What follows belongs to an exercise in optimizing a design on an open flow for small area; a production flow would make more cautious choices.
At most, simulation tests tie the RTL to the original design; equivalence was not proved.
The RTL of runs 3, 5 and 6 was laid out without a check of its function.
Power figures rest on the tool's default switching activity, not on a simulated workload.

==> flow/design.v <==
module ck16v_fa (
    input  wire a,
    input  wire b,
    input  wire c,
    output wire s,
    output wire co
);
    assign s  = a ^ b ^ c;
    assign co = (a & b) | (c & (a ^ b));
endmodule
module ck16v_ha (
    input  wire a,
    input  wire b,
    output wire s,
    output wire co
);
    assign s  = a ^ b;
    assign co = a & b;
endmodule
module ck16v_add #(
    parameter integer W  = 8,
    parameter integer BW = 8,
    parameter integer CI = 0
) (
    input  wire [W-1:0]  a,
    input  wire [BW-1:0] b,
    input  wire          ci,
    output wire [W-1:0]  s,
    output wire          co
);
    wire [W:0] c;
    assign c[0] = ci;
    genvar i;
    generate
        for (i = 0; i < W; i = i + 1) begin : g
            if (i < BW) begin : f
                if (i == 0 && CI == 0) begin : h
                    ck16v_ha u (.a(a[i]), .b(b[i]), .s(s[i]), .co(c[i+1]));
                end else begin : x
                    ck16v_fa u (.a(a[i]), .b(b[i]), .c(c[i]), .s(s[i]), .co(c[i+1]));
                end
            end else begin : h
                ck16v_ha u (.a(a[i]), .b(c[i]), .s(s[i]), .co(c[i+1]));
            end
        end
    endgenerate
    assign co = c[W];
endmodule
module ck16v (
    input  wire              clk,
    input  wire              rst,
    input  wire              tick,
    input  wire [31:0]       enc_pos,
    input  wire              dec_req,
    input  wire              frame_present,
    input  wire [95:0]       fb,
    output wire              dec_ack,
    output wire              result_valid,
    output wire [7:0]        result_code,
    input  wire              cal_req,
    output wire              cal_ack,
    output wire              speed_set_stb,
    output wire [7:0]        speed_set_id,
    output wire [7:0]        speed_set_pct,
    output wire [7:0]        speed_set_dir,
    output wire              angle_set_stb,
    output wire [15:0]       angle_set_angle,
    output wire [7:0]        angle_set_dir,
    output wire              horn_stb,
    output wire [16:0]       horn_ms,
    output wire              light_stb,
    output wire [1:0]        light_ch,
    output wire              light_on,
    input  wire [31:0]       enc_payload,
    input  wire [7:0]        enc_id,
    output wire [95:0]       enc_frame,
    output wire [15:0]       enc_ck,
    output wire              busy,
    output wire              calibrated,
    output wire [1:0]        ctl_state,
    output wire [2:0]        ctl_status,
    output wire [6:0]        act_duty,
    output wire              act_dir
);
    wire [7:0]  es0;
    wire [8:0]  es1;
    wire [9:0]  es2, es3;
    wire        eco0, eco1, eco2, eco3;
    ck16v_add #(8, 8, 1)  u_e0 (.a(enc_payload[7:0]), .b(enc_payload[15:8]), .ci(1'b1),
                                .s(es0), .co(eco0));
    ck16v_add #(9, 8, 0)  u_e1 (.a({eco0, es0}), .b(enc_payload[23:16]), .ci(1'b0),
                                .s(es1), .co(eco1));
    ck16v_add #(10, 8, 0) u_e2 (.a({eco1, es1}), .b(enc_payload[31:24]), .ci(1'b0),
                                .s(es2), .co(eco2));
    ck16v_add #(10, 8, 0) u_e3 (.a(es2), .b(enc_id), .ci(1'b0), .s(es3), .co(eco3));
    wire [15:0] enc_sum = {5'd0, eco3, es3};
    assign enc_ck    = enc_sum;
    assign enc_frame = {16'h0D0A, enc_sum, 8'd1, enc_payload, enc_id, 16'hAA55};
    reg [1:0]  state;       
    reg [2:0]  status;
    reg        duty;        
    reg        dir;
    reg [6:0]  cnt;
    reg [32:0] x2;          
    reg [31:0] x3n;         
    reg        kc;          
    reg [4:0]  ga;          
    reg        gdir;        
    wire idle = ~state[0];
    assign busy       = state[0];
    assign calibrated = state[1];
    assign ctl_state  = state;
    assign ctl_status = status;
    assign act_duty   = {1'b0, duty, duty, 2'b00, duty, 1'b0};
    assign act_dir    = dir;
    wire [7:0]  f_id    = fb[23:16];
    wire [7:0]  p0      = fb[31:24];
    wire [7:0]  p1      = fb[39:32];
    wire [7:0]  p2      = fb[47:40];
    wire [7:0]  p3      = fb[55:48];
    wire [7:0]  f_count = fb[63:56];
    wire [15:0] f_cks   = fb[79:64];
    wire [7:0]  ds0;
    wire [8:0]  ds1;
    wire [9:0]  ds2, ds3;
    wire [10:0] ds4;
    wire        dco0, dco1, dco2, dco3, dco4;
    ck16v_add #(8, 8, 0)  u_d0 (.a(p0), .b(p1), .ci(1'b0), .s(ds0), .co(dco0));
    ck16v_add #(9, 8, 0)  u_d1 (.a({dco0, ds0}), .b(p2), .ci(1'b0), .s(ds1), .co(dco1));
    ck16v_add #(10, 8, 0) u_d2 (.a({dco1, ds1}), .b(p3), .ci(1'b0), .s(ds2), .co(dco2));
    ck16v_add #(10, 8, 0) u_d3 (.a(ds2), .b(f_id), .ci(1'b0), .s(ds3), .co(dco3));
    ck16v_add #(11, 8, 0) u_d4 (.a({dco3, ds3}), .b(f_count), .ci(1'b0), .s(ds4), .co(dco4));
    wire cks_ok = ({5'd0, ds4} == f_cks);
    wire marks_ok = (fb[15:0] == 16'hAA55) && (fb[95:80] == 16'h0D0A);
    wire ang_ok   = p2[7] ? (p2 == 8'hFF && p1 >= 8'h60) : (p2 == 8'h00 && p1 <= 8'd25);
    reg [3:0] rc;
    always @(*) begin
        if (!frame_present)
            rc = 4'd1;
        else if (!marks_ok)
            rc = 4'd2;
        else if (!cks_ok)
            rc = 4'd3;
        else begin
            case (f_id)
                8'd1: begin
                    if (p0 != 8'd1 && p0 != 8'd2)      rc = 4'd5;
                    else if (p1 > 8'd100)              rc = 4'd6;
                    else if (p2 != 8'd0 && p2 != 8'd1) rc = 4'd7;
                    else                               rc = 4'd0;
                end
                8'd2:    rc = ang_ok ? 4'd0 : 4'd8;
                8'd3:    rc = p1[7] ? 4'd9 : 4'd0;
                8'd4:    rc = (p1 > 8'd7) ? 4'd10 : 4'd0;
                8'd5:    rc = 4'd0;
                default: rc = 4'd4;
            endcase
        end
    end
    assign cal_ack      = ~rst & idle & cal_req;
    assign dec_ack      = ~rst & idle & ~cal_req & dec_req;
    assign result_valid = dec_ack;
    assign result_code  = dec_ack ? {4'd0, rc} : 8'd0;
    wire dec_ok = dec_ack && (rc == 4'd0);
    assign speed_set_stb   = dec_ok && (f_id == 8'd1);
    assign speed_set_id    = p0;
    assign speed_set_pct   = p1;
    assign speed_set_dir   = p2;
    assign angle_set_stb   = dec_ok && (f_id == 8'd2);
    assign angle_set_angle = {p2, p1};
    assign angle_set_dir   = p3;
    assign horn_stb        = dec_ok && (f_id == 8'd3);
    wire [6:0]  hq = p1[6:0];
    wire [11:0] horn_hi;
    wire        horn_co;
    ck16v_add #(12, 12, 1) u_h (.a({hq, hq[6:2]}), .b({5'b11111, ~hq}), .ci(1'b1),
                                .s(horn_hi), .co(horn_co));
    assign horn_ms         = {horn_hi, hq[1:0], 3'b000};
    assign light_stb       = dec_ok && (f_id == 8'd4);
    assign light_ch        = p1[2:1];
    assign light_on        = ~p1[0];
    wire [31:0] e  = enc_pos;
    wire [32:0] es = {e[31], e};
    wire [32:0] d0;
    wire        d0_co;
    ck16v_add #(33, 33, 1) u_d0s (.a(es), .b({x3n[31], x3n}), .ci(1'b1), .s(d0), .co(d0_co));
    wire near2 = (&d0[32:1]) | ~(|d0[32:1]) | (d0 == 33'd2);
    wire [32:0] rng;
    wire        rng_co;
    ck16v_add #(33, 33, 1) u_rng (.a(es), .b(~x2), .ci(1'b1), .s(rng), .co(rng_co));
    wire [32:0] ssum;
    wire        ssum_co;
    ck16v_add #(33, 33, 0) u_sum (.a(es), .b(x2), .ci(1'b0), .s(ssum), .co(ssum_co));
    wire [36:0] n9;
    wire        n9_co;
    ck16v_add #(34, 34, 0) u_n9 (.a({{4{d0[32]}}, d0[32:3]}), .b({d0[32], d0}), .ci(1'b0),
                                 .s(n9[36:3]), .co(n9_co));
    assign n9[2:0] = d0[2:0];
    wire [38:0] n45;
    wire        n45_co;
    ck16v_add #(37, 37, 0) u_n45 (.a({{2{n9[36]}}, n9[36:2]}), .b(n9), .ci(1'b0),
                                  .s(n45[38:2]), .co(n45_co));
    assign n45[1:0] = n9[1:0];
    wire [31:0] r = x2[31:0];
    wire one0 = ga[0];
    wire two0 = ga[1] & ~ga[0];
    wire neg0 = ga[1] ^ gdir;
    wire one1 = ga[2] ^ ga[1];
    wire two1 = ga[3] ? (~ga[2] & ~ga[1]) : (ga[2] & ga[1]);
    wire neg1 = ga[3] ^ gdir;
    wire one2 = ga[4] ^ ga[3];
    wire two2 = ga[4] & ga[3];
    wire neg2 = gdir;                      
    wire [32:0] m0 = ({33{one0}} & {1'b0, r}) | ({33{two0}} & {r, 1'b0});
    wire [32:0] m1 = ({33{one1}} & {1'b0, r}) | ({33{two1}} & {r, 1'b0});
    wire [32:0] m2 = ({33{one2}} & {1'b0, r}) | ({33{two2}} & {r, 1'b0});
    wire [33:0] pp0 = {neg0, m0 ^ {33{neg0}}};
    wire [33:0] pp1 = {neg1, m1 ^ {33{neg1}}};
    wire [33:0] pp2 = {neg2, m2 ^ {33{neg2}}};
    wire [36:0] x1;
    wire [1:0]  x1lo;
    wire        x1c, x1co;
    ck16v_add #(2, 1, 0) u_x1l (.a(pp0[1:0]), .b(neg0), .ci(1'b0), .s(x1lo), .co(x1c));
    ck16v_add #(35, 35, 1) u_x1 (.a({{3{pp0[33]}}, pp0[33:2]}), .b({pp1[33], pp1}), .ci(x1c),
                                 .s(x1[36:2]), .co(x1co));
    assign x1[1:0] = x1lo;
    wire [38:0] xs2;
    wire [1:0]  xs2m;
    wire        xs2c, xs2co;
    ck16v_add #(2, 1, 0) u_x2l (.a(x1[3:2]), .b(neg1), .ci(1'b0), .s(xs2m), .co(xs2c));
    ck16v_add #(35, 35, 1) u_x2 (.a({{2{x1[36]}}, x1[36:4]}), .b({pp2[33], pp2}), .ci(xs2c),
                                 .s(xs2[38:4]), .co(xs2co));
    assign xs2[3:0] = {xs2m, x1[1:0]};
    wire [41:0] w;
    wire        w_co;
    ck16v_add #(40, 40, 0) u_w (.a({{3{xs2[38]}}, xs2[38:2]}), .b({n45[38], n45}), .ci(1'b0),
                                .s(w[41:2]), .co(w_co));
    assign w[1:0] = xs2[1:0];
    reg signed [11:0] lo, hi;
    always @(*) begin
        case ({gdir, kc})
            2'b10:   begin lo = -12'sd735; hi = 12'sd524; end
            2'b11:   begin lo = -12'sd555; hi = 12'sd704; end
            2'b00:   begin lo = -12'sd540; hi = 12'sd719; end
            default: begin lo = -12'sd360; hi = 12'sd899; end
        endcase
    end
    wire w_neg   = w[41];
    wire w_small = w_neg ? (&w[41:11]) : ~(|w[41:11]);   
    wire signed [11:0] wl = w[11:0];
    wire below   = w_neg & (~w_small | (wl < lo));
    wire above   = ~w_neg & (~w_small | (wl > hi));
    wire in_tol  = ~below & ~above;
    wire fault   = x2[32];
    wire cnt_full = &cnt;
    wire [6:0] cnt_inc = cnt + 7'd1;
    wire match  = cnt[6] & near2;
    wire sweep  = duty;                  
    wire limit  = match & cnt_full;
    always @(posedge clk) begin
        if (rst) begin
            state  <= 2'd0;
            status <= 3'd0;
            duty   <= 1'b0;
            dir    <= 1'b0;
        end else if (idle) begin
            if (cal_req) begin
                state  <= 2'd1;
                cnt    <= 7'd0;
                x2     <= 33'd0;
                dir    <= 1'b0;
                duty   <= 1'b1;
                status <= 3'd0;
            end else if (angle_set_stb) begin
                ga   <= p2[7] ? 5'd0 : p1[4:0];
                gdir <= (p3 == 8'd1);
                cnt  <= 7'd0;
                if (state == 2'd0) begin
                    status <= 3'd3;
                end else begin
                    state  <= 2'd3;
                    status <= 3'd0;
                end
            end
        end else if (tick) begin
            if (!state[1]) begin
                if (!sweep) begin
                    if (cnt_full) begin
                        dir  <= 1'b1;
                        duty <= 1'b1;
                        cnt  <= 7'd0;
                    end else begin
                        cnt <= cnt_inc;
                    end
                end else if (limit) begin
                    duty <= 1'b0;
                    x2   <= rng;
                    if (!dir) begin
                        cnt <= 7'd28;
                    end else begin
                        x3n    <= ~ssum[32:1];
                        kc     <= ssum[0] & ssum[32];
                        state  <= 2'd2;
                        status <= 3'd1;
                    end
                end else begin
                    x3n <= ~e;
                    cnt <= match ? cnt_inc : 7'd118;
                end
            end else begin
                if (!duty && !cnt[6]) begin
                    if (fault || in_tol) begin
                        state  <= 2'd2;
                        status <= fault ? 3'd4 : 3'd2;
                    end else begin
                        dir  <= below;
                        duty <= 1'b1;
                        cnt  <= 7'd123;
                    end
                end else begin
                    if (cnt_full) begin
                        duty <= 1'b0;
                        cnt  <= duty ? 7'd123 : 7'd0;
                    end else begin
                        cnt <= cnt_inc;
                    end
                end
            end
        end
    end
endmodule
==> flow/run.sh <==
#!/bin/bash
# synth_recipe.tcl (not shown) runs the flow's synth.tcl, then flattens the netlist and writes it again
# the make line also repeats each setting of config.mk as NAME=value (left out here)
make -C /OpenROAD-flow-scripts/flow DESIGN_CONFIG=/design/flow/config.mk WORK_HOME=/design/flow/orfs CLKGATE_MAP_FILE= SYNTH_SCRIPT=/design/flow/synth_recipe.tcl finish
==> flow/config.mk <==
export PLATFORM = sky130hd
export DESIGN_NAME = ck16v
export DESIGN_NICKNAME = ck16v
export VERILOG_FILES = /design/flow/design.v
export SDC_FILE = /design/flow/constraint.sdc
export NUM_CORES = 4
export LEC_CHECK = 0
export CAP_MARGIN = 20
export CORE_MARGIN = 2
export CORE_UTILIZATION = 40
export SLEW_MARGIN = 20
export SYNTH_HIERARCHICAL = 1
export SYNTH_MINIMUM_KEEP_SIZE = 0
==> flow/constraint.sdc <==
create_clock -name core_clock -period 70.0 [get_ports {clk}]
set_input_delay 14.0000 -clock core_clock [delete_from_list [all_inputs] [get_ports {clk}]]
set_output_delay 14.0000 -clock core_clock [all_outputs]
set_load 0.01 [all_outputs]
==> impl_metrics.tcl, run 1 <==
set metrics [dict create \
    finalNetCount 2133 \
    fin_crit_ns 36.44 \
    worst_path_dominant_cell_family "adder cells" \
    place_congestion 0.8792 \
    cp.depth 25 \
    synth-edff-count 79 \
    area_delta_synth_final_pct 18.35 \
    ys_async_sr_fraction_pct 0 \
    synth.avg_cell_area_um2 11.63 \
    status "no timing/DRC/antenna violations" \
    cts_buffers 9 \
    die_w_um 205.1 \
    n_antenna_cell 0 \
    drive_gt1_share_pct 3.075 \
    p_leak_nw 6.977 \
    holdBufCountCts 0 \
    cp_common_cell "fa_1" \
    grt_max_degree 53 \
    hold_path_startpoint "status[2]$_SDFFE_PP0P_" \
    fin_crit_sh_pct 52.06 \
    synth_ff_type "edfxtp_1" \
    start_util_pct 40.61 \
    std_cell_rows 73 \
    hold_viol 0 \
    grt.overflow.total 0 \
    worstMarginPinSlew_ns 1.060 \
    p_per_area_nw_per_um2 29.35 \
    vias 10700 \
    netlist_top_cells_area "fa_1 44%, edfxtp_1 15%, buf_4 7.9%" \
    first_global_vias 11900 \
    cts_tree "yes" \
    max_freq_mhz 27.44 \
    endpoint_kind "primary output" \
    die_area_um2 42050 \
    ys_ff_latch 86 \
    cp_data_arrival_time_ns 22.44 \
    skew_ns 0.01320 \
    wl_met3_mm 1.953 \
    cts_root_buf "clkbuf_16" \
    dr.pass1.iters 5 \
    r2r_start "gdir$_DFFE_PP_" \
    layout_commonest_cell "fa_1" \
    cp.required_ns 56.00 \
    crit_type "primary input to primary output" \
    cap_violations 0 \
    max_stage_delay_ns 0.68 \
    reg2reg_to "cnt[1]$_SDFFCE_PN0P_" \
    rsz0062_at_grt "false" \
    routed_wl_mm 42.56 \
    critPathMaxFanout 7 \
    drt_iter0_drc 650 \
    design_area_um2 19140 \
    final_cell_mix "352 x fa_1, 322 x clkdlybuf4s50_1, 102 x xnor2_1" \
    avgViaCountPerCell 5.127 \
    htree_num_levels 3 \
    drc 0 \
    io-pin-count 384 \
    vdd_ir_drop_max_mv 0.02547 \
    core_area_um2 39820 \
    ys_seq_area_share_pct 15.54 \
    ys_warn_count 7 \
    cts_resized 0 \
    fin_tns_setup_ns 0 \
    post-cts-setup-buffer-count 0 \
    rrSetupSlack_ns 47.97 \
    critPathLaunchType "primary input" \
    place_area_um2 18860 \
    maxUsedRoutingLayer "met4" \
    fillerInstances 3662 \
    hold_depth 2 \
    hp-class "register to register" \
    dr_wl_met2_mm 22.50 \
    maxSlewViolCount 0 \
    synth_top_cell_by_area "fa_1" \
    rr_worst_depth 54 \
    syn_area_um2 16170 \
    hold_path_end "status[2]$_SDFFE_PP0P_" \
    drtAntennaViolNets 0 \
    path_buf_inv 2 \
    wire_per_inst_um 20.40 \
    setup_viol 0 \
    m1WireLength_mm 17.43 \
    clk_pin_slew_ns 0.07 \
    dp_hpwl_mm 35.05 \
    synth_cells 1391 \
    antenna_found_initial 1 \
    synth_top_area_share_pct 43.58 \
    slew_headroom_pct 29.36 \
    clock_sinks 86 \
    grt_pass1_wl_mm 67.88 \
    portBuffers 322 \
    synth_cell_types 66 \
    chipHeight_um 205.1 \
    track_usage_pct 21.06 \
    cp_slowest_cell "clkdlybuf4s50_1" \
    clk_latency_ns 0.37 \
    cts_max_path_buffers 2 \
]
-- per-module statistics from Yosys (local to each module, per instance), a selection --
module,cells,flops+latches
ck16v_ha,1,0
ck16v_fa,1,0
ck16v,1010,86
-- state kept, by name, indices dropped and copies added (netlist names) --
signal,count
status,3
duty,1
dir,1
gdir,1
x2,33
ga,5
x3n,32
state,2
kc,1
cnt,7
-- per-layer routing --
metal	vias up	track usage, %
li1	4788	-
met1	5546	27.41
met2	318	37.46
met3	43	2.641
met4	0	4.728
met5	-	0
-- cells by family (layout without fill, tap and decap cells) --
family / count (synthesis) / in the layout / synth area share (%)
and+or+nand+nor: 255 / 255 / 8.906
xor gates and xnor gates: 149 / 149 / 8.070
muxes: 34 / 34 / 2.112
adders and majority gates: 403 / 403 / 47.52
buffers and inverters: 307 / 409 / 11.17
DFF: 86 / 86 / 15.54
AOI/OAI and AO/OA: 155 / 155 / 6.631
other: 2 / 70 / 0.04644
-- metrics by stage --
step,hold WS [ns],util (%),std cells,total power [mW],setup WS (ns)
CTS,0.4982,48.06,2086,0.5689,33.57
global placement,0.4791,47.37,2070,0.5073,33.78
floorplan,0.5060,-,1459,0.3899,35.28
detailed placement,0.4816,47.37,2070,0.5167,33.58
finish,0.5019,48.06,2086,0.5617,33.56
global route,0.5316,48.06,2086,0.6270,33.21
-- worst max path at each step --
stage / slack (ns) / to / start
finish: 33.56 / speed_set_stb / fb[32]
global route: 33.21 / speed_set_stb / fb[32]
CTS: 33.57 / speed_set_stb / fb[32]
detailed placement: 33.58 / speed_set_stb / fb[32]
global placement: 33.78 / speed_set_stb / fb[32]
floorplan: 35.28 / horn_stb / fb[24]
-- worst min-delay path: cells and delay by family (launching register included) --
family	cells	cell delay, ns
flops	1	0.31
compound gates	1	0.07
simple gates	1	0.06
-- area by class of cell --
class                           count  area, um2  area share [%]
Inverter                           56      210.2           1.098
Multi-Input combinational cell   1066      12150           63.49
Timing Repair Buffer              337       3336           17.43
Clock inverter                      7      47.55          0.2484
Clock buffer                        9      225.2           1.177
Tap cell                          525      656.9           3.432
Sequential cell                    86       2512           13.13
-- cell usage after synthesis (3+ instances only) --
library cell,number
edfxtp_1,79
o21ai_0,10
nand3_1,17
nor4bb_1,4
and2_1,42
nor3_1,42
a31oi_1,3
or4_1,5
o211ai_1,3
nand3b_1,4
a22oi_1,62
nor2b_1,7
a21o_1,3
fa_1,352
ha_1,51
nand2b_1,4
inv_1,55
nor4b_1,3
nand2_1,29
xor2_1,47
mux2i_1,33
buf_4,171
buf_2,4
nor2_1,34
buf_1,11
xnor2_1,102
clkbuf_1,64
nand4_1,26
a21oi_1,50
dfxtp_1,7
and3_1,4
nor4_1,21
-- where the power goes --
group          internal (mW)  switching, mW  leakage (nW)
clock                 0.0243         0.0243         0.134
sequential            0.0580        0.00310         0.787
combinational          0.223          0.229          6.06
==> inputs of run 2 (changes only) <==
==> flow/flow/run.sh (new file) <==
#!/bin/bash
set -euo pipefail
bash standard.sh "BUFFER_PORTS_ARGS=-buffer_cell sky130_fd_sc_hd__buf_1" finish > standard_flow.log 2>&1
==> flow/standard.sh (new file) <==
#!/bin/bash
# synth_recipe.tcl (not shown) runs the flow's synth.tcl, then flattens the netlist and writes it again
# the make line also repeats each setting of config.mk as NAME=value (left out here)
make -C /OpenROAD-flow-scripts/flow DESIGN_CONFIG=/design/flow/config.mk WORK_HOME=/design/flow/orfs CLKGATE_MAP_FILE= SYNTH_SCRIPT=/design/flow/synth_recipe.tcl "${@:-finish}"
removed: flow/run.sh
==> impl_metrics.tcl, run 2 <==
set metrics [dict create \
    cts_tree "yes" \
    critPathLaunch "fb[32]" \
    max_freq_mhz 28.01 \
    start_util_pct 40.61 \
    utilization_pct 43.01 \
    layout_commonest_cell "fa_1" \
    post-cts-setup-buffer-count 0 \
    fin_tns_setup_ns 0 \
    dp_hpwl_mm 33.72 \
    cts_buffers 9 \
    clk_latency_ns 0.37 \
    drt_iter0_drc 588 \
    synth_ff_type "edfxtp_1" \
    ys_async_sr_fraction_pct 0 \
    p_comb_share_pct 79.1 \
    rr_worst_depth 54 \
    rrSetupSlack_ns 47.96 \
    place_congestion 0.8985 \
    grt_max_degree 53 \
    chipHeight_um 205.1 \
    final_cell_mix "352 x fa_1, 322 x buf_1, 102 x xnor2_1" \
    swShare_pct 48.48 \
    yosys.cell_count.top_type "fa_1" \
    drive_gt1_share_pct 3.075 \
    critPathMaxFanout 7 \
    grt.overflow.total 0 \
    hp-class "register to register" \
    reg2reg_to "cnt[2]$_SDFFCE_PN0P_" \
    path_buf_inv 2 \
    cp_slowest_cell "fa_1" \
    io-pin-count 384 \
    fin_crit_ns 35.70 \
    dr.pass1.iters 5 \
    die_w_um 205.1 \
    synth_cells 1391 \
    seqPwrFrac_pct 11.6 \
    reg_top3 "x2 x33, x3n x32, cnt x7" \
    synth_top_area_share_pct 43.58 \
    stdcell_count 2087 \
    routed_wl_mm 41.10 \
    p_int_uw 270.7 \
    drc 0 \
    wire_per_inst_um 19.69 \
    first_global_vias 11280 \
    place_inst 2070 \
    critPathLaunchType "primary input" \
    htree_num_levels 3 \
    track_usage_pct 20.08 \
    area_delta_synth_final_pct 5.927 \
    clock_sinks 86 \
    rsz0062_at_grt "false" \
    regMostFlops "x2" \
    grt_pass1_wl_mm 64.71 \
    maxSlewViolCount 0 \
    endpoint_kind "primary output" \
    cp.required_ns 56.00 \
    cp_data_arrival_time_ns 21.70 \
    cp_common_cell "fa_1" \
    p_clk_share_pct 9.3 \
    crit_type "primary input to primary output" \
    skew_ns 0.01085 \
    clk_pin_slew_ns 0.06 \
    synth_cell_types 66 \
    syn_area_um2 16170 \
    std_cell_rows 73 \
    slew_headroom_pct 37.58 \
    ys_warn_count 7 \
    die_area_um2 42050 \
    synth_top_cell_by_area "fa_1" \
    cts_resized 0 \
    holdBufCountCts 0 \
    synth.avg_cell_area_um2 11.63 \
    setup_viol 0 \
    cp.depth 25 \
    status "no timing/DRC/antenna violations" \
    cts_root_buf "clkbuf_16" \
    place_area_um2 16850 \
    whs_ns 0.5250 \
    r2r_start "gdir$_DFFE_PP_" \
    p_per_area_nw_per_um2 30.68 \
    ys_seq_area_share_pct 15.54 \
    worstSetupEndpoint "speed_set_stb" \
    design_area_um2 17130 \
    avgViaCountPerCell 5.140 \
    worst_path_dominant_cell_family "adder cells" \
    max_stage_delay_ns 0.52 \
    vdd_ir_drop_max_mv 0.02762 \
    vias 10730 \
    finalPower_uw 525.5 \
    pre_cts_ws_ns 34.33 \
    largest_register_ffs 33 \
    core_area_um2 39820 \
    power.switching_uw 254.8 \
    synth-edff-count 79 \
    drtAntennaViolNets 0 \
    finalNetCount 2133 \
    netlist_top_cells_area "fa_1 44%, edfxtp_1 15%, buf_4 7.9%" \
    hold_viol 0 \
    antenna_found_initial 1 \
    hold_path_startpoint "status[2]$_SDFFE_PP0P_" \
    worstMarginPinSlew_ns 0.9363 \
    synth_common_cells "352 x fa_1, 171 x buf_4, 102 x xnor2_1" \
    p_leak_nw 6.095 \
    cap_violations 0 \
    fin_crit_sh_pct 51.00 \
    ys_ff_latch 86 \
    setup_ws_ns 34.30 \
    portBuffers 322 \
    cts_max_path_buffers 2 \
]
-- run 2: area by class of cell --
cell class,instances,area [um2]
fillers,3861,22690
multi-input cells,1066,12150
flip-flops and latches,86,2512
repair buffers,337,1321
well taps,525,656.9
clock buffers,10,229.0
inverters,56,210.2
clock inverters,6,47.55
diodes,1,2.502
-- run 2: worst reg2reg max path, delay by kind of cell (launching register included) --
kind,cells,cell delay (ns)
fa+ha+maj,44,17.98
simple gates,5,1.50
xor+xnor,2,0.89
buf+inv,1,0.53
compound gates,2,0.45
flops,1,0.32
-- run 2: cells by family after synthesis --
logic type / after synthesis / share of synthesized area, %
compound gates: 155 / 6.631
xor+xnor: 149 / 8.070
fa+ha+maj: 403 / 47.52
flops: 86 / 15.54
buf+inv: 307 / 11.17
simple gates: 255 / 8.906
mux: 34 / 2.112
other cells: 2 / 0.04644
-- run 2: worst min-delay path by stage --
| stage | end | depth (start not counted) |
|---|---|---|
| after floorplan | status[2]$_SDFFE_PP0P_ | 2 |
| after global placement | status[2]$_SDFFE_PP0P_ | 2 |
| after detailed placement | status[2]$_SDFFE_PP0P_ | 2 |
| after CTS | status[2]$_SDFFE_PP0P_ | 2 |
| after global routing | status[2]$_SDFFE_PP0P_ | 2 |
| final | status[2]$_SDFFE_PP0P_ | 2 |
-- run 2: per-module statistics from Yosys (local to each module, per instance), a selection --
| module | flops+latches | cell area (um2) |
|---|---|---|
| ck16v | 86 | 8761 |
| ck16v_fa | 0 | 20.02 |
| ck16v_ha | 0 | 12.51 |
-- run 2: layer usage --
layer	track usage (%)	up-vias	part of all wire [%]
li1	-	4772	-
met1	26.63	5557	41
met2	35.16	358	52
met3	2.100	40	4.4
met4	5.164	0	1.9
met5	0	-	0
-- run 2: power by group through the flow --
stage | clock network, mW | logic (mW) | registers, mW
floorplan | 0 | 0.330 | 0.0602
global placement | 0 | 0.406 | 0.0622
detailed placement | 0 | 0.416 | 0.0623
CTS | 0.0496 | 0.420 | 0.0611
global route | 0.0511 | 0.475 | 0.0615
finish | 0.0486 | 0.416 | 0.0611
==> inputs of run 3 (changes only) <==
--- a/flow/design.v
+++ b/flow/design.v
@@ -18,9 +18,9 @@
     assign co = a & b;
 endmodule
 module ck16v_add #(
-    parameter integer W  = 8,
-    parameter integer BW = 8,
-    parameter integer CI = 0
+    parameter integer W    = 8,
+    parameter integer BW   = 8,
+    parameter integer CI   = 0
 ) (
     input  wire [W-1:0]  a,
     input  wire [BW-1:0] b,
@@ -173,7 +173,7 @@
     wire [6:0]  hq = p1[6:0];
     wire [11:0] horn_hi;
     wire        horn_co;
-    ck16v_add #(12, 12, 1) u_h (.a({hq, hq[6:2]}), .b({5'b11111, ~hq}), .ci(1'b1),
+    ck16v_add #(12, 12, 1) u_h (.a({hq, hq[6:2]}), .b({{5{f_id[0]}}, ~hq}), .ci(f_id[0]),
                                 .s(horn_hi), .co(horn_co));
     assign horn_ms         = {horn_hi, hq[1:0], 3'b000};
     assign light_stb       = dec_ok && (f_id == 8'd4);
@@ -183,23 +183,25 @@
     wire [32:0] es = {e[31], e};
     wire [32:0] d0;
     wire        d0_co;
-    ck16v_add #(33, 33, 1) u_d0s (.a(es), .b({x3n[31], x3n}), .ci(1'b1), .s(d0), .co(d0_co));
+    ck16v_add #(33, 33, 1) u_d0s (.a(es), .b({x3n[31], x3n}), .ci(state[0]), .s(d0), .co(d0_co));
     wire near2 = (&d0[32:1]) | ~(|d0[32:1]) | (d0 == 33'd2);
     wire [32:0] rng;
     wire        rng_co;
-    ck16v_add #(33, 33, 1) u_rng (.a(es), .b(~x2), .ci(1'b1), .s(rng), .co(rng_co));
+    ck16v_add #(33, 33, 1) u_rng (.a(es), .b(~x2), .ci(state[0]), .s(rng), .co(rng_co));
     wire [32:0] ssum;
     wire        ssum_co;
     ck16v_add #(33, 33, 0) u_sum (.a(es), .b(x2), .ci(1'b0), .s(ssum), .co(ssum_co));
     wire [36:0] n9;
     wire        n9_co;
-    ck16v_add #(34, 34, 0) u_n9 (.a({{4{d0[32]}}, d0[32:3]}), .b({d0[32], d0}), .ci(1'b0),
-                                 .s(n9[36:3]), .co(n9_co));
-    assign n9[2:0] = d0[2:0];
+    ck16v_add #(32, 32, 0) u_n9 (.a({{2{d0[32]}}, d0[32:3]}), .b(d0[31:0]), .ci(1'b0),
+                                 .s(n9[34:3]), .co(n9_co));
+    assign n9[36:35] = {d0[32], n9_co};
+    assign n9[2:0]   = d0[2:0];
     wire [38:0] n45;
     wire        n45_co;
-    ck16v_add #(37, 37, 0) u_n45 (.a({{2{n9[36]}}, n9[36:2]}), .b(n9), .ci(1'b0),
-                                  .s(n45[38:2]), .co(n45_co));
+    ck16v_add #(36, 36, 0) u_n45 (.a({n9[36], n9[36:2]}), .b(n9[35:0]), .ci(1'b0),
+                                  .s(n45[37:2]), .co(n45_co));
+    assign n45[38]  = n45_co;
     assign n45[1:0] = n9[1:0];
     wire [31:0] r = x2[31:0];
     wire one0 = ga[0];
@@ -224,17 +226,17 @@
     ck16v_add #(35, 35, 1) u_x1 (.a({{3{pp0[33]}}, pp0[33:2]}), .b({pp1[33], pp1}), .ci(x1c),
                                  .s(x1[36:2]), .co(x1co));
     assign x1[1:0] = x1lo;
-    wire [38:0] xs2;
+    wire [37:0] xs2;
     wire [1:0]  xs2m;
     wire        xs2c, xs2co;
     ck16v_add #(2, 1, 0) u_x2l (.a(x1[3:2]), .b(neg1), .ci(1'b0), .s(xs2m), .co(xs2c));
-    ck16v_add #(35, 35, 1) u_x2 (.a({{2{x1[36]}}, x1[36:4]}), .b({pp2[33], pp2}), .ci(xs2c),
-                                 .s(xs2[38:4]), .co(xs2co));
+    ck16v_add #(34, 34, 1) u_x2 (.a({x1[36], x1[36:4]}), .b(pp2), .ci(xs2c),
+                                 .s(xs2[37:4]), .co(xs2co));
     assign xs2[3:0] = {xs2m, x1[1:0]};
-    wire [41:0] w;
+    wire [40:0] w;
     wire        w_co;
-    ck16v_add #(40, 40, 0) u_w (.a({{3{xs2[38]}}, xs2[38:2]}), .b({n45[38], n45}), .ci(1'b0),
-                                .s(w[41:2]), .co(w_co));
+    ck16v_add #(39, 39, 0) u_w (.a({{3{xs2[37]}}, xs2[37:2]}), .b(n45), .ci(1'b0),
+                                .s(w[40:2]), .co(w_co));
     assign w[1:0] = xs2[1:0];
     reg signed [11:0] lo, hi;
     always @(*) begin
@@ -245,8 +247,8 @@
             default: begin lo = -12'sd360; hi = 12'sd899; end
         endcase
     end
-    wire w_neg   = w[41];
-    wire w_small = w_neg ? (&w[41:11]) : ~(|w[41:11]);   
+    wire w_neg   = w[40];
+    wire w_small = w_neg ? (&w[40:11]) : ~(|w[40:11]);   
     wire signed [11:0] wl = w[11:0];
     wire below   = w_neg & (~w_small | (wl < lo));
     wire above   = ~w_neg & (~w_small | (wl > hi));
--- a/flow/config.mk
+++ b/flow/config.mk
@@ -8,6 +8,7 @@
 export CAP_MARGIN = 20
 export CORE_MARGIN = 2
 export CORE_UTILIZATION = 40
+export CTS_BUF_LIST = sky130_fd_sc_hd__clkbuf_8
 export SLEW_MARGIN = 20
 export SYNTH_HIERARCHICAL = 1
 export SYNTH_MINIMUM_KEEP_SIZE = 0
==> impl_metrics.tcl, run 3 <==
set metrics [dict create \
    wire_per_inst_um 20.83 \
    synth_top_area_share_pct 43.33 \
    utilization_pct 42.65 \
    final_cell_mix "347 x fa_1, 322 x buf_1, 102 x xnor2_1" \
    largest_register_ffs 33 \
    place_inst 2053 \
    synth_common_cells "347 x fa_1, 171 x buf_4, 102 x xnor2_1" \
    ys_seq_area_share_pct 15.67 \
    yosys.cell_count.top_type "fa_1" \
    htree_num_levels 3 \
    p_per_area_nw_per_um2 31.54 \
    fin_crit_sh_pct 51.27 \
    cts_root_buf "clkbuf_8" \
    chipHeight_um 204.2 \
    core_area_um2 39640 \
    place_congestion 0.9375 \
    syn_area_um2 16030 \
    rsz0062_at_grt "false" \
    synth_cells 1381 \
    clock_sinks 86 \
    clk_pin_slew_ns 0.10 \
    holdBufCountCts 0 \
    clk_latency_ns 0.39 \
    grt_pass1_wl_mm 66.32 \
    grt.overflow.total 0 \
    routed_wl_mm 43.12 \
    reg_top3 "x2 x33, x3n x32, cnt x7" \
    slew_headroom_pct 29.39 \
    design_area_um2 16910 \
    cts_resized 0 \
    ys_warn_count 7 \
    synth_top_cell_by_area "fa_1" \
    drive_gt1_share_pct 3.238 \
    finalPower_uw 533.2 \
    die_w_um 204.2 \
    max_freq_mhz 27.86 \
    cp_data_arrival_time_ns 21.89 \
    endpoint_kind "primary output" \
    netlist_top_cells_area "fa_1 43%, edfxtp_1 15%, buf_4 8.0%" \
    regMostFlops "x2" \
    maxSlewViolCount 0 \
    drtAntennaViolNets 0 \
    place_area_um2 16700 \
    worstMarginPinSlew_ns 1.059 \
    finalNetCount 2111 \
    portBuffers 322 \
    drc 0 \
    critPathMaxFanout 7 \
    antenna_found_initial 2 \
    hp-class "register to register" \
    area_delta_synth_final_pct 5.463 \
    synth-edff-count 79 \
    status "no timing/DRC/antenna violations" \
    fin_tns_setup_ns 0 \
    layout_commonest_cell "fa_1" \
    first_global_vias 11370 \
    post-cts-setup-buffer-count 0 \
    stdcell_count 2070 \
    fillerInstances 3872 \
    start_util_pct 40.44 \
    grt_max_degree 65 \
    vias 10760 \
    cp.required_ns 56.00 \
    fin_crit_ns 35.89 \
    cts_buffers 9 \
    crit_type "primary input to primary output" \
    seq_area_um2 2512 \
    io-pin-count 384 \
    track_usage_pct 21.08 \
    ys_async_sr_fraction_pct 0 \
    skew_ns 0.01823 \
    vdd_ir_drop_max_mv 0.02623 \
    synth_ff_type "edfxtp_1" \
    ys_ff_latch 86 \
    die_area_um2 41700 \
    dp_hpwl_mm 36.92 \
    cts_tree "yes" \
    hold_viol 0 \
    critPathLaunchType "primary input" \
    drt_iter0_drc 639 \
    cts_max_path_buffers 2 \
    p_leak_nw 6.021 \
    multiInputGateArea_um2 12000 \
    synth.avg_cell_area_um2 11.61 \
    avgViaCountPerCell 5.199 \
    synth_cell_types 62 \
    std_cell_rows 73 \
    dr.pass1.iters 5 \
    setup_viol 0 \
    cap_violations 0 \
]
==> run 3: cell count changes in the layout (fill, tap and decap cells not counted), moves of 5 or more <==
cell	before	now
clkbuf_8	0	9
and2_1	42	36
clkbuf_16	9	0
nor2_1	34	24
a21oi_1	48	40
nor4_1	21	28
nand2_1	29	41
fa_1	352	347
conb_1	70	62
nand3_1	17	10
==> run 3: power by group <==
part           total, mW  internal (mW)  switching (mW)
combinational      0.434          0.198           0.236
clock             0.0373         0.0166          0.0207
sequential        0.0623         0.0584         0.00392
==> run 3: critical path, stage by stage <==
cell and delay (ns):
buf_1 0.33, ha_1 0.25, fa_1 0.44, fa_1 0.45, fa_1 0.48, fa_1 0.54
fa_1 0.47, fa_1 0.40, fa_1 0.47, fa_1 0.45, fa_1 0.41, fa_1 0.39
fa_1 0.37, ha_1 0.19, ha_1 0.19, ha_1 0.28, xor2_1 0.15, nor4_1 0.25
nand4_1 0.21, or3_1 0.44, nand2b_4 0.23, nor4_1 0.31, buf_1 0.18
==> run 3: layout make-up <==
type	instances	share of cell area, %
antenna	1	0.01480
clock buffer	9	0.7326
clock inverter	7	0.4366
inverter	54	1.199
multi-input combinational	1049	70.97
sequential	86	14.86
tap	525	3.885
timing repair buffer	339	7.903
==> run 3: per-stage QoR <==
step	hold slack, ns	setup WS (ns)
6_report	0.4773	34.11
5_1_grt	0.5022	33.78
4_1_cts	0.4773	34.12
3_5_place_dp	0.4602	34.13
3_3_place_gp	0.4529	34.26
2_1_floorplan	0.4823	34.91
==> run 3: cells by family after synthesis <==
| logic type | Yosys count | share of synthesized area [%] |
|---|---|---|
| other | 2 | 0.04684 |
| XOR/XNOR | 149 | 8.140 |
| flip-flops | 86 | 15.67 |
| AND/OR/NAND/NOR | 250 | 8.835 |
| AO/OA/AOI/OAI | 156 | 6.665 |
| buffers and inverters | 306 | 11.20 |
| adder cells (fa/ha/maj) | 398 | 47.31 |
| multiplexers | 34 | 2.131 |
==> run 3: final timing paths <==
check	to	depth (start not counted)	startpoint	slack, ns
hold / removal	status[1]$_SDFFE_PP0P_	2	status[1]$_SDFFE_PP0P_	0.48
hold reg to reg	status[1]$_SDFFE_PP0P_	2	status[1]$_SDFFE_PP0P_	0.48
setup reg to reg	cnt[1]$_SDFFCE_PN0P_	55	ga[1]$_SDFFCE_PP0P_	48.65
setup / recovery	horn_stb	23	fb[32]	34.11
==> run 3: routing by layer <==
metal | track usage [%] | part of all wire (%)
met1 | 26.16 | 39
met2 | 36.71 | 51
met3 | 2.487 | 5.0
met4 | 9.860 | 4.8
met5 | 0 | 0
==> run 3: modules after synthesis, one instance, submodules excluded, a selection <==
module	cell area, um2	flops+latches
ck16v	8722	86
ck16v_fa	20.02	0
ck16v_ha	12.51	0
==> inputs of run 4 (changes only) <==
--- a/flow/design.v
+++ b/flow/design.v
@@ -17,10 +17,20 @@
     assign s  = a ^ b;
     assign co = a & b;
 endmodule
+module ck16v_fa1 (
+    input  wire a,
+    input  wire b,
+    output wire s,
+    output wire co
+);
+    assign s  = ~(a ^ b);
+    assign co = a | b;
+endmodule
 module ck16v_add #(
     parameter integer W    = 8,
     parameter integer BW   = 8,
-    parameter integer CI   = 0
+    parameter integer CI   = 0,
+    parameter integer BONE = 0
 ) (
     input  wire [W-1:0]  a,
     input  wire [BW-1:0] b,
@@ -36,11 +46,15 @@
             if (i < BW) begin : f
                 if (i == 0 && CI == 0) begin : h
                     ck16v_ha u (.a(a[i]), .b(b[i]), .s(s[i]), .co(c[i+1]));
+                end else if (i == 0 && CI == 2) begin : o
+                    ck16v_fa1 u (.a(a[i]), .b(b[i]), .s(s[i]), .co(c[i+1]));
                 end else begin : x
                     ck16v_fa u (.a(a[i]), .b(b[i]), .c(c[i]), .s(s[i]), .co(c[i+1]));
                 end
-            end else begin : h
+            end else if (BONE == 0) begin : h
                 ck16v_ha u (.a(a[i]), .b(c[i]), .s(s[i]), .co(c[i+1]));
+            end else begin : o
+                ck16v_fa1 u (.a(a[i]), .b(c[i]), .s(s[i]), .co(c[i+1]));
             end
         end
     endgenerate
@@ -86,7 +100,7 @@
     wire [8:0]  es1;
     wire [9:0]  es2, es3;
     wire        eco0, eco1, eco2, eco3;
-    ck16v_add #(8, 8, 1)  u_e0 (.a(enc_payload[7:0]), .b(enc_payload[15:8]), .ci(1'b1),
+    ck16v_add #(8, 8, 2)  u_e0 (.a(enc_payload[7:0]), .b(enc_payload[15:8]), .ci(1'b1),
                                 .s(es0), .co(eco0));
     ck16v_add #(9, 8, 0)  u_e1 (.a({eco0, es0}), .b(enc_payload[23:16]), .ci(1'b0),
                                 .s(es1), .co(eco1));
@@ -173,7 +187,7 @@
     wire [6:0]  hq = p1[6:0];
     wire [11:0] horn_hi;
     wire        horn_co;
-    ck16v_add #(12, 12, 1) u_h (.a({hq, hq[6:2]}), .b({{5{f_id[0]}}, ~hq}), .ci(f_id[0]),
+    ck16v_add #(12, 7, 2, 1) u_h (.a({hq, hq[6:2]}), .b(~hq), .ci(1'b1),
                                 .s(horn_hi), .co(horn_co));
     assign horn_ms         = {horn_hi, hq[1:0], 3'b000};
     assign light_stb       = dec_ok && (f_id == 8'd4);
@@ -183,11 +197,11 @@
     wire [32:0] es = {e[31], e};
     wire [32:0] d0;
     wire        d0_co;
-    ck16v_add #(33, 33, 1) u_d0s (.a(es), .b({x3n[31], x3n}), .ci(state[0]), .s(d0), .co(d0_co));
+    ck16v_add #(33, 33, 2) u_d0s (.a(es), .b({x3n[31], x3n}), .ci(1'b1), .s(d0), .co(d0_co));
     wire near2 = (&d0[32:1]) | ~(|d0[32:1]) | (d0 == 33'd2);
     wire [32:0] rng;
     wire        rng_co;
-    ck16v_add #(33, 33, 1) u_rng (.a(es), .b(~x2), .ci(state[0]), .s(rng), .co(rng_co));
+    ck16v_add #(33, 33, 2) u_rng (.a(es), .b(~x2), .ci(1'b1), .s(rng), .co(rng_co));
     wire [32:0] ssum;
     wire        ssum_co;
     ck16v_add #(33, 33, 0) u_sum (.a(es), .b(x2), .ci(1'b0), .s(ssum), .co(ssum_co));
--- a/flow/config.mk
+++ b/flow/config.mk
@@ -8,7 +8,6 @@
 export CAP_MARGIN = 20
 export CORE_MARGIN = 2
 export CORE_UTILIZATION = 40
-export CTS_BUF_LIST = sky130_fd_sc_hd__clkbuf_8
 export SLEW_MARGIN = 20
 export SYNTH_HIERARCHICAL = 1
 export SYNTH_MINIMUM_KEEP_SIZE = 0
==> impl_metrics.tcl, run 4 <==
set metrics [dict create \
    cts_tree "yes" \
    hold_viol 0 \
    p_per_area_nw_per_um2 31.16 \
    cts_resized 0 \
    hold_path_startpoint "status[1]$_SDFFE_PP0P_" \
    reg_top3 "x2 x33, x3n x32, cnt x7" \
    antenna_found_initial 1 \
    final_cell_mix "338 x fa_1, 322 x buf_1, 102 x xnor2_1" \
    clk_latency_ns 0.38 \
    r2r_start "gdir$_DFFE_PP_" \
    die_w_um 204.6 \
    clk_pin_slew_ns 0.07 \
    avgViaCountPerCell 5.153 \
    worstMarginPinSlew_ns 0.9854 \
    drt_iter0_drc 603 \
    critPathLaunchType "primary input" \
    whs_ns 0.4939 \
    p_leak_nw 6.233 \
    p_int_uw 277.4 \
    regMostFlops "x2" \
    maxUsedRoutingLayer "met4" \
    critPathMaxFanout 7 \
    p_comb_share_pct 78.6 \
    rsz0062_at_grt "false" \
    cp.required_ns 56.00 \
    cp_data_arrival_time_ns 21.96 \
    area_delta_synth_final_pct 5.978 \
    critPathLaunch "fb[32]" \
    endpoint_kind "primary output" \
    dr_wl_met2_mm 22.01 \
    crit_type "primary input to primary output" \
    post-cts-setup-buffer-count 0 \
    drtAntennaViolNets 0 \
    io-pin-count 384 \
    layout_commonest_cell "fa_1" \
    dp_hpwl_mm 35.87 \
    status "no timing/DRC/antenna violations" \
    vdd_ir_drop_max_mv 0.02683 \
    vias 10830 \
    skew_ns 0.01140 \
    seqPwrFrac_pct 11.7 \
    clock_sinks 86 \
    start_util_pct 40.51 \
    syn_area_um2 16100 \
    wl_met3_mm 1.679 \
    cts_max_path_buffers 2 \
    holdBufCountCts 0 \
    fillerInstances 3817 \
    drc 0 \
    synth_cells 1416 \
    cts_root_buf "clkbuf_16" \
    largest_register_ffs 33 \
    ys_warn_count 7 \
    seq_area_um2 2512 \
    portBuffers 322 \
    place_congestion 0.9304 \
    swShare_pct 47.79 \
    grt.overflow.total 0 \
    max_freq_mhz 27.81 \
    hp-class "register to register" \
    slew_headroom_pct 33.70 \
    std_cell_rows 73 \
    utilization_pct 42.93 \
    p_clk_share_pct 9.7 \
    fin_tns_setup_ns 0 \
    chipHeight_um 204.6 \
    cts_buffers 9 \
    track_usage_pct 20.70 \
    grt_max_degree 65 \
    fin_crit_sh_pct 51.38 \
    dr.pass1.iters 5 \
    routed_wl_mm 42.47 \
    htree_num_levels 3 \
    setup_viol 0 \
    wire_per_inst_um 20.20 \
    multiInputGateArea_um2 11930 \
    grt_pass1_wl_mm 65.44 \
    finalPower_uw 531.4 \
    finalNetCount 2143 \
    first_global_vias 11380 \
    core_area_um2 39730 \
    cap_violations 0 \
    m1WireLength_mm 16.60 \
    fin_crit_ns 35.96 \
    drive_gt1_share_pct 2.982 \
    synth.avg_cell_area_um2 11.37 \
    power.switching_uw 254.0 \
    maxSlewViolCount 0 \
    die_area_um2 41860 \
]
==> run 4: area by class of cell <==
cell class / instances / share of cell area, %
multi-input combinational: 1048 / 69.91
sequential: 86 / 14.73
timing repair buffer: 337 / 7.746
inverter: 89 / 1.958
clock buffer: 13 / 1.658
antenna: 1 / 0.01467
clock inverter: 3 / 0.1320
tap: 525 / 3.851
==> run 4: critical path: stages <==
cell	delay, ns
buf_1	0.28
ha_1	0.24
fa_1	0.45
fa_1	0.46
fa_1	0.39
fa_1	0.40
fa_1	0.50
fa_1	0.47
fa_1	0.48
fa_1	0.46
fa_1	0.39
fa_1	0.47
fa_1	0.43
ha_1	0.19
ha_1	0.18
ha_1	0.28
xor2_1	0.14
nor4_1	0.26
nand4_1	0.21
or3_1	0.43
nand2b_4	0.22
nor4_1	0.41
buf_1	0.20
==> run 4: power by group through the flow <==
stage / combinational (mW) / clock [mW] / sequential, mW
after floorplan: 0.326 / 0 / 0.0607
after global placement: 0.402 / 0 / 0.0632
after detailed placement: 0.418 / 0 / 0.0633
after CTS: 0.421 / 0.0534 / 0.0621
after global routing: 0.481 / 0.0545 / 0.0625
final: 0.418 / 0.0517 / 0.0621
==> run 4: path summary, 6_finish.rpt <==
path              depth (start not counted)  slack (ns)                      to
setup reg to reg                         54       48.60    cnt[2]$_SDFFCE_PN0P_
setup / recovery                         23       34.04           speed_set_stb
hold / removal                            2        0.49  status[1]$_SDFFE_PP0P_
hold reg to reg                           2        0.49  status[1]$_SDFFE_PP0P_
==> run 4: metrics by stage <==
step	cells	instance area [um2]	worst slack, ns
floorplan	1475	16320	34.91
global placement	2085	16740	34.20
detailed placement	2085	16740	34.07
CTS	2101	17050	34.05
global route	2102	17060	33.71
finish	2102	17060	34.04
==> run 4: per-layer routing <==
| metal | track usage (%) | up-vias |
|---|---|---|
| li1 | - | 4815 |
| met1 | 25.30 | 5589 |
| met2 | 35.93 | 353 |
| met3 | 2.577 | 75 |
| met4 | 10.56 | 0 |
| met5 | 0 | - |
==> inputs of run 5 (changes only) <==
--- a/flow/design.v
+++ b/flow/design.v
@@ -17,20 +17,20 @@
     assign s  = a ^ b;
     assign co = a & b;
 endmodule
-module ck16v_fa1 (
-    input  wire a,
-    input  wire b,
-    output wire s,
-    output wire co
+module ck16v_bsel (
+    input  wire one,
+    input  wire two,
+    input  wire neg,
+    input  wire r,
+    input  wire rl,
+    output wire p
 );
-    assign s  = ~(a ^ b);
-    assign co = a | b;
+    assign p = ((one & r) | (two & rl)) ^ neg;
 endmodule
 module ck16v_add #(
     parameter integer W    = 8,
     parameter integer BW   = 8,
-    parameter integer CI   = 0,
-    parameter integer BONE = 0
+    parameter integer CI   = 0
 ) (
     input  wire [W-1:0]  a,
     input  wire [BW-1:0] b,
@@ -46,15 +46,11 @@
             if (i < BW) begin : f
                 if (i == 0 && CI == 0) begin : h
                     ck16v_ha u (.a(a[i]), .b(b[i]), .s(s[i]), .co(c[i+1]));
-                end else if (i == 0 && CI == 2) begin : o
-                    ck16v_fa1 u (.a(a[i]), .b(b[i]), .s(s[i]), .co(c[i+1]));
                 end else begin : x
                     ck16v_fa u (.a(a[i]), .b(b[i]), .c(c[i]), .s(s[i]), .co(c[i+1]));
                 end
-            end else if (BONE == 0) begin : h
+            end else begin : h
                 ck16v_ha u (.a(a[i]), .b(c[i]), .s(s[i]), .co(c[i+1]));
-            end else begin : o
-                ck16v_fa1 u (.a(a[i]), .b(c[i]), .s(s[i]), .co(c[i+1]));
             end
         end
     endgenerate
@@ -100,7 +96,7 @@
     wire [8:0]  es1;
     wire [9:0]  es2, es3;
     wire        eco0, eco1, eco2, eco3;
-    ck16v_add #(8, 8, 2)  u_e0 (.a(enc_payload[7:0]), .b(enc_payload[15:8]), .ci(1'b1),
+    ck16v_add #(8, 8, 1)  u_e0 (.a(enc_payload[7:0]), .b(enc_payload[15:8]), .ci(1'b1),
                                 .s(es0), .co(eco0));
     ck16v_add #(9, 8, 0)  u_e1 (.a({eco0, es0}), .b(enc_payload[23:16]), .ci(1'b0),
                                 .s(es1), .co(eco1));
@@ -187,7 +183,7 @@
     wire [6:0]  hq = p1[6:0];
     wire [11:0] horn_hi;
     wire        horn_co;
-    ck16v_add #(12, 7, 2, 1) u_h (.a({hq, hq[6:2]}), .b(~hq), .ci(1'b1),
+    ck16v_add #(12, 12, 1) u_h (.a({hq, hq[6:2]}), .b({{5{f_id[0]}}, ~hq}), .ci(f_id[0]),
                                 .s(horn_hi), .co(horn_co));
     assign horn_ms         = {horn_hi, hq[1:0], 3'b000};
     assign light_stb       = dec_ok && (f_id == 8'd4);
@@ -197,11 +193,11 @@
     wire [32:0] es = {e[31], e};
     wire [32:0] d0;
     wire        d0_co;
-    ck16v_add #(33, 33, 2) u_d0s (.a(es), .b({x3n[31], x3n}), .ci(1'b1), .s(d0), .co(d0_co));
+    ck16v_add #(33, 33, 1) u_d0s (.a(es), .b({x3n[31], x3n}), .ci(~(state[1] & kc)), .s(d0), .co(d0_co));
     wire near2 = (&d0[32:1]) | ~(|d0[32:1]) | (d0 == 33'd2);
     wire [32:0] rng;
     wire        rng_co;
-    ck16v_add #(33, 33, 2) u_rng (.a(es), .b(~x2), .ci(1'b1), .s(rng), .co(rng_co));
+    ck16v_add #(33, 33, 1) u_rng (.a(es), .b(~x2), .ci(state[0]), .s(rng), .co(rng_co));
     wire [32:0] ssum;
     wire        ssum_co;
     ck16v_add #(33, 33, 0) u_sum (.a(es), .b(x2), .ci(1'b0), .s(ssum), .co(ssum_co));
@@ -227,12 +223,28 @@
     wire one2 = ga[4] ^ ga[3];
     wire two2 = ga[4] & ga[3];
     wire neg2 = gdir;                      
-    wire [32:0] m0 = ({33{one0}} & {1'b0, r}) | ({33{two0}} & {r, 1'b0});
-    wire [32:0] m1 = ({33{one1}} & {1'b0, r}) | ({33{two1}} & {r, 1'b0});
-    wire [32:0] m2 = ({33{one2}} & {1'b0, r}) | ({33{two2}} & {r, 1'b0});
-    wire [33:0] pp0 = {neg0, m0 ^ {33{neg0}}};
-    wire [33:0] pp1 = {neg1, m1 ^ {33{neg1}}};
-    wire [33:0] pp2 = {neg2, m2 ^ {33{neg2}}};
+    wire [33:0] pp0, pp1, pp2;
+    assign pp0[33] = neg0;
+    assign pp1[33] = neg1;
+    assign pp2[33] = neg2;
+    genvar j;
+    generate
+        for (j = 0; j < 33; j = j + 1) begin : bs
+            if (j == 0) begin : l
+                assign pp0[j] = (one0 & r[j]) ^ neg0;
+                assign pp1[j] = (one1 & r[j]) ^ neg1;
+                assign pp2[j] = (one2 & r[j]) ^ neg2;
+            end else if (j == 32) begin : h
+                assign pp0[j] = (two0 & r[j-1]) ^ neg0;
+                assign pp1[j] = (two1 & r[j-1]) ^ neg1;
+                assign pp2[j] = (two2 & r[j-1]) ^ neg2;
+            end else begin : m
+                ck16v_bsel u0 (.one(one0), .two(two0), .neg(neg0), .r(r[j]), .rl(r[j-1]), .p(pp0[j]));
+                ck16v_bsel u1 (.one(one1), .two(two1), .neg(neg1), .r(r[j]), .rl(r[j-1]), .p(pp1[j]));
+                ck16v_bsel u2 (.one(one2), .two(two2), .neg(neg2), .r(r[j]), .rl(r[j-1]), .p(pp2[j]));
+            end
+        end
+    endgenerate
     wire [36:0] x1;
     wire [1:0]  x1lo;
     wire        x1c, x1co;
@@ -252,20 +264,14 @@
     ck16v_add #(39, 39, 0) u_w (.a({{3{xs2[37]}}, xs2[37:2]}), .b(n45), .ci(1'b0),
                                 .s(w[40:2]), .co(w_co));
     assign w[1:0] = xs2[1:0];
-    reg signed [11:0] lo, hi;
-    always @(*) begin
-        case ({gdir, kc})
-            2'b10:   begin lo = -12'sd735; hi = 12'sd524; end
-            2'b11:   begin lo = -12'sd555; hi = 12'sd704; end
-            2'b00:   begin lo = -12'sd540; hi = 12'sd719; end
-            default: begin lo = -12'sd360; hi = 12'sd899; end
-        endcase
-    end
     wire w_neg   = w[40];
-    wire w_small = w_neg ? (&w[40:11]) : ~(|w[40:11]);   
-    wire signed [11:0] wl = w[11:0];
-    wire below   = w_neg & (~w_small | (wl < lo));
-    wire above   = ~w_neg & (~w_small | (wl > hi));
+    wire w_hi1   = &w[40:11];
+    wire w_hi0   = ~(|w[40:11]);
+    wire [10:0] wl = w[10:0];
+    wire lo_in   = gdir ? (wl >= 11'd1313) : (wl >= 11'd1508);    
+    wire hi_in   = gdir ? (wl <= 11'd524)  : (wl <= 11'd719);
+    wire below   = w_neg & ~(w_hi1 & lo_in);
+    wire above   = ~w_neg & ~(w_hi0 & hi_in);
     wire in_tol  = ~below & ~above;
     wire fault   = x2[32];
     wire cnt_full = &cnt;
--- a/flow/config.mk
+++ b/flow/config.mk
@@ -8,6 +8,7 @@
 export CAP_MARGIN = 20
 export CORE_MARGIN = 2
 export CORE_UTILIZATION = 40
+export CTS_BUF_LIST = sky130_fd_sc_hd__clkbuf_8
 export SLEW_MARGIN = 20
 export SYNTH_HIERARCHICAL = 1
 export SYNTH_MINIMUM_KEEP_SIZE = 0
==> impl_metrics.tcl, run 5 <==
set metrics [dict create \
    ys_warn_count 7 \
    wire_per_inst_um 18.77 \
    htree_num_levels 3 \
    drive_gt1_share_pct 9.972 \
    swShare_pct 47.18 \
    track_usage_pct 18.96 \
    finalNetCount 2004 \
    chipHeight_um 201.8 \
    fin_crit_ns 35.78 \
    fillerInstances 3686 \
    ys_seq_area_share_pct 16.06 \
    die_w_um 201.8 \
    start_util_pct 40.49 \
    io-pin-count 384 \
    critPathMaxFanout 7 \
    endpoint_kind "primary output" \
    routed_wl_mm 37.01 \
    portBuffers 322 \
    cp.required_ns 56.00 \
    yosys.cell_count.top_type "fa_1" \
    layout_commonest_cell "fa_1" \
    seq_area_um2 2512 \
    antenna_found_initial 0 \
    synth.avg_cell_area_um2 12.76 \
    cts_tree "yes" \
    hp-class "register to register" \
    netlist_top_cells_area "fa_1 44%, edfxtp_1 15%, buf_4 8.3%" \
    multiInputGateArea_um2 11900 \
    drtAntennaViolNets 0 \
    synth_cells 1226 \
    p_clk_share_pct 7.9 \
    critPathLaunchType "primary input" \
    drc 0 \
    r2r_start "gdir$_DFFE_PP_" \
    p_leak_nw 5.935 \
    holdBufCountCts 0 \
    area_delta_synth_final_pct 7.245 \
    power.switching_uw 232.0 \
    std_cell_rows 72 \
    synth_cell_types 60 \
    clock_sinks 86 \
    syn_area_um2 15650 \
    max_freq_mhz 27.95 \
    status "no timing/DRC/antenna violations" \
    first_global_vias 10940 \
    vdd_ir_drop_max_mv 0.01809 \
    critPathLaunch "fb[32]" \
    cts_resized 0 \
    hold_path_startpoint "status[0]$_SDFFE_PP0P_" \
    p_comb_share_pct 79.5 \
    maxSlewViolCount 0 \
    setup_viol 0 \
    post-cts-setup-buffer-count 0 \
    reg_top3 "x2 x33, x3n x32, cnt x7" \
    ys_async_sr_fraction_pct 0 \
    synth_ff_type "edfxtp_1" \
    rsz0062_at_grt "false" \
    vias 10030 \
    p_per_area_nw_per_um2 29.30 \
    p_int_uw 259.7 \
    hold_viol 0 \
    fin_crit_sh_pct 51.11 \
    worstMarginPinSlew_ns 0.8057 \
    cap_violations 0 \
    synth_top_area_share_pct 44.39 \
    grt.overflow.total 0 \
    place_congestion 0.9060 \
    cts_buffers 9 \
    clk_pin_slew_ns 0.08 \
    ys_ff_latch 86 \
    grt_pass1_wl_mm 60.59 \
    fin_tns_setup_ns 0 \
    cp_data_arrival_time_ns 21.78 \
    seqPwrFrac_pct 12.6 \
    dp_hpwl_mm 30.52 \
    largest_register_ffs 33 \
    drt_iter0_drc 436 \
    finalPower_uw 491.8 \
    n_antenna_cell 0 \
    crit_type "primary input to primary output" \
    cts_max_path_buffers 2 \
    clk_latency_ns 0.39 \
    slew_headroom_pct 45.84 \
    die_area_um2 40720 \
    grt_max_degree 50 \
    skew_ns 0.01343 \
    synth-edff-count 79 \
    synth_common_cells "347 x fa_1, 173 x buf_4, 115 x xnor2_1" \
    cts_root_buf "clkbuf_8" \
    synth_top_cell_by_area "fa_1" \
    regMostFlops "x2" \
    core_area_um2 38650 \
    avgViaCountPerCell 5.084 \
    dr.pass1.iters 5 \
    final_cell_mix "347 x fa_1, 322 x buf_1, 115 x xnor2_1" \
]
==> run 5: Yosys stat by module (local to each module, per instance), excerpt <==
module | cells inside | area [um2] | flops+latches | copies in the design
ck16v_ha | 1 | 12.51 | 0 | 29
ck16v_fa | 1 | 20.02 | 0 | 347
ck16v | 664 | 6360 | 86 | 1
ck16v_bsel | 2 | 21.27 | 0 | 93
==> run 5: critical path: stages <==
cell     delay (ns)
buf_1          0.25
ha_1           0.23
fa_1           0.45
fa_1           0.45
fa_1           0.40
fa_1           0.39
fa_1           0.47
fa_1           0.45
fa_1           0.39
fa_1           0.47
fa_1           0.45
fa_1           0.47
fa_1           0.43
ha_1           0.20
ha_1           0.18
ha_1           0.29
xnor2_1        0.14
nand4_1        0.10
nor4_1         0.44
a41oi_1        0.31
a41oi_4        0.31
nand2_1        0.14
nor3_1         0.20
buf_1          0.17
==> run 5: worst paths after layout <==
path	endpoint	slack (ns)	cells past startpoint
hold / removal	status[0]$_SDFFE_PP0P_	0.47	2
hold reg to reg	status[0]$_SDFFE_PP0P_	0.47	2
setup / recovery	horn_stb	34.22	24
setup reg to reg	cnt[6]$_SDFFCE_PN0P_	49.23	53
==> run 5: power groups by stage <==
stage	registers (mW)	clock network, mW	logic, mW
floorplan	0.0622	0	0.315
global placement	0.0631	0	0.389
detailed placement	0.0631	0	0.395
CTS	0.0620	0.0402	0.398
global route	0.0624	0.0413	0.452
finish	0.0619	0.0387	0.391
==> run 5: stage by stage <==
stage / util, % / cells / instance area, um2 / hold slack (ns) / setup slack [ns]
3_3_place_gp: 42.90 / 1957 / 16580 / 0.4481 / 34.31
3_5_place_dp: 42.90 / 1957 / 16580 / 0.4591 / 34.22
4_1_cts: 43.42 / 1972 / 16780 / 0.4716 / 34.21
5_1_grt: 43.42 / 1972 / 16780 / 0.5090 / 33.62
6_report: 43.42 / 1972 / 16780 / 0.4667 / 34.22
2_1_floorplan: - / 1286 / 15870 / 0.4790 / 34.98
==> run 5: logic make-up after synthesis <==
family / share of synthesized area, %
multiplexers: 2.415
XOR/XNOR: 6.661
AO/OA/AOI/OAI: 10.22
adder cells (fa/ha/maj): 47.03
other: 0.04799
buffers and inverters: 9.771
flip-flops: 16.06
AND/OR/NAND/NOR: 7.796
==> run 5: layout make-up <==
class | instances | area share, %
multi-input combinational | 966 | 70.92
timing repair buffer | 339 | 7.963
clock inverter | 6 | 0.4697
tap | 518 | 3.862
clock buffer | 9 | 0.7381
sequential | 86 | 14.97
inverter | 48 | 1.074
==> run 5: metal layers <==
metal | part of all wire, % | GRT usage (%) | vias to the layer above
met3 | 4.4 | 2.580 | 29
li1 | - | - | 4450
met4 | 1.5 | 4.307 | 0
met5 | 0 | 0 | -
met2 | 50 | 31.46 | 284
met1 | 44 | 26.58 | 5262
==> inputs of run 6 (changes only) <==
==> flow/flow/run.sh (replaced) <==
#!/bin/bash
set -euo pipefail
bash standard.sh "BUFFER_PORTS_ARGS=-buffer_cell sky130_fd_sc_hd__buf_1" RECOVER_POWER=100 finish > standard_flow.log 2>&1
==> impl_metrics.tcl, run 6 <==
set metrics [dict create \
    fin_tns_setup_ns 0 \
    rr_worst_depth 54 \
    worstSetupEndpoint "horn_stb" \
    finalNetCount 2004 \
    antenna_found_initial 0 \
    ys_ff_latch 86 \
    reg2reg_to "status[1]$_SDFFE_PP0P_" \
    finalPower_uw 491.6 \
    die_w_um 201.8 \
    worst_path_dominant_cell_family "adder cells" \
    cp.depth 24 \
    first_global_vias 10940 \
    drt_iter0_drc 402 \
    stdcell_count 1972 \
    fin_crit_ns 35.93 \
    synth.avg_cell_area_um2 12.76 \
    vdd_ir_drop_max_mv 0.01812 \
    holdBufCountCts 0 \
    cp.required_ns 56.00 \
    cts_tree "yes" \
    place_congestion 0.9060 \
    p_leak_nw 5.891 \
    ys_async_sr_fraction_pct 0 \
    ys_warn_count 7 \
    cap_violations 4 \
    htree_num_levels 3 \
    synth_top_area_share_pct 44.39 \
    routed_wl_mm 37.09 \
    drtAntennaViolNets 0 \
    cp_data_arrival_time_ns 21.93 \
    drive_gt1_share_pct 9.285 \
    status "failed layout checks" \
    synth_cells 1226 \
    cp_slowest_cell "fa_1" \
    die_area_um2 40720 \
    syn_area_um2 15650 \
    clk_latency_ns 0.39 \
    avgViaCountPerCell 5.073 \
    io-pin-count 384 \
    cts_resized 0 \
    utilization_pct 43.30 \
    start_util_pct 40.49 \
    r2r_start "gdir$_DFFE_PP_" \
    rsz0062_at_grt "false" \
    critPathMaxFanout 7 \
    design_area_um2 16730 \
    max_stage_delay_ns 0.47 \
    clock_sinks 86 \
    clk_pin_slew_ns 0.08 \
    cts_root_buf "clkbuf_8" \
    dp_hpwl_mm 30.52 \
    vias 10000 \
    path_buf_inv 2 \
    crit_type "primary input to primary output" \
    maxSlewViolCount 153 \
    synth_ff_type "edfxtp_1" \
    synth_top_cell_by_area "fa_1" \
    place_inst 1957 \
    cts_buffers 9 \
    chipHeight_um 201.8 \
    violations "capacitance limit, slew limit" \
    worstMarginPinSlew_ns 2.616 \
    critPathLaunch "fb[32]" \
    area_delta_synth_final_pct 6.940 \
    drc 0 \
    portBuffers 322 \
    p_per_area_nw_per_um2 29.38 \
    slew_headroom_pct -74.42 \
    max_freq_mhz 27.83 \
    regMostFlops "x2" \
    final_cell_mix "347 x fa_1, 301 x buf_1, 115 x xnor2_1" \
]
==> run 6: power by group <==
group	switching, mW	internal (mW)
logic	0.209	0.182
clock network	0.0192	0.0195
registers	0.00365	0.0583
==> run 6: how the worst min path moves through the flow <==
stage                             end  depth (start not counted)                    from
3_5_place_dp   status[0]$_SDFFE_PP0P_                          2  status[0]$_SDFFE_PP0P_
2_1_floorplan  status[0]$_SDFFE_PP0P_                          2  status[0]$_SDFFE_PP0P_
4_1_cts        status[0]$_SDFFE_PP0P_                          2  status[0]$_SDFFE_PP0P_
6_report       status[0]$_SDFFE_PP0P_                          2  status[0]$_SDFFE_PP0P_
5_1_grt        status[0]$_SDFFE_PP0P_                          2  status[0]$_SDFFE_PP0P_
3_3_place_gp   status[0]$_SDFFE_PP0P_                          2  status[0]$_SDFFE_PP0P_
==> run 6: metrics by stage <==
step           hold slack (ns)  setup WS, ns
2_1_floorplan           0.4790         34.98
3_3_place_gp            0.4481         34.31
3_5_place_dp            0.4591         34.22
4_1_cts                 0.4716         34.21
5_1_grt                 0.5090         33.46
6_report                0.4660         34.07
==> run 6: logic make-up (layout without fill, tap and decap cells) <==
group	Yosys count	after routing	share of synthesized area, %
other	2	62	0.04799
flip-flops	86	86	16.06
XOR/XNOR	119	119	6.661
adder cells (fa/ha/maj)	380	380	47.03
multiplexers	37	37	2.415
AND/OR/NAND/NOR	212	212	7.796
buffers and inverters	234	402	9.771
AO/OA/AOI/OAI	156	156	10.22
==> run 6: area by class of cell <==
| cell class | count | area [um2] |
|---|---|---|
| fill | 3697 | 21910 |
| tap | 518 | 648.1 |
| multi-input combinational | 966 | 11880 |
| timing repair buffer | 339 | 1314 |
| sequential | 86 | 2512 |
| inverter | 48 | 180.2 |
| clock buffer | 9 | 123.9 |
| clock inverter | 6 | 78.83 |
==> run 6: Yosys stat by module (local to each module, per instance), a selection <==
module | copies in the design | cells
ck16v | 1 | 664
ck16v_ha | 29 | 1
ck16v_fa | 347 | 1
ck16v_bsel | 93 | 2
==> run 6: per-layer routing <==
metal	track usage, %	part of all wire, %
met3	2.580	4.6
met5	0	0
met2	31.46	50
met1	26.58	44
met4	4.307	1.5
==> run 6: tightest hold or removal path, delay by kind of cell (launching register included) <==
family | cells | cell delay, ns
mux | 1 | 0.05
flops | 1 | 0.31
simple gates | 1 | 0.05

Re-timed with assumed drivers on the ports (clkbuf_16 on the clock, buf_2 on other inputs), run 6 has 34.050 ns of setup slack against 34.072 ns with ideal ports, and 34.050 ns once port delays also move by the mid clock arrival of 0.426 ns.
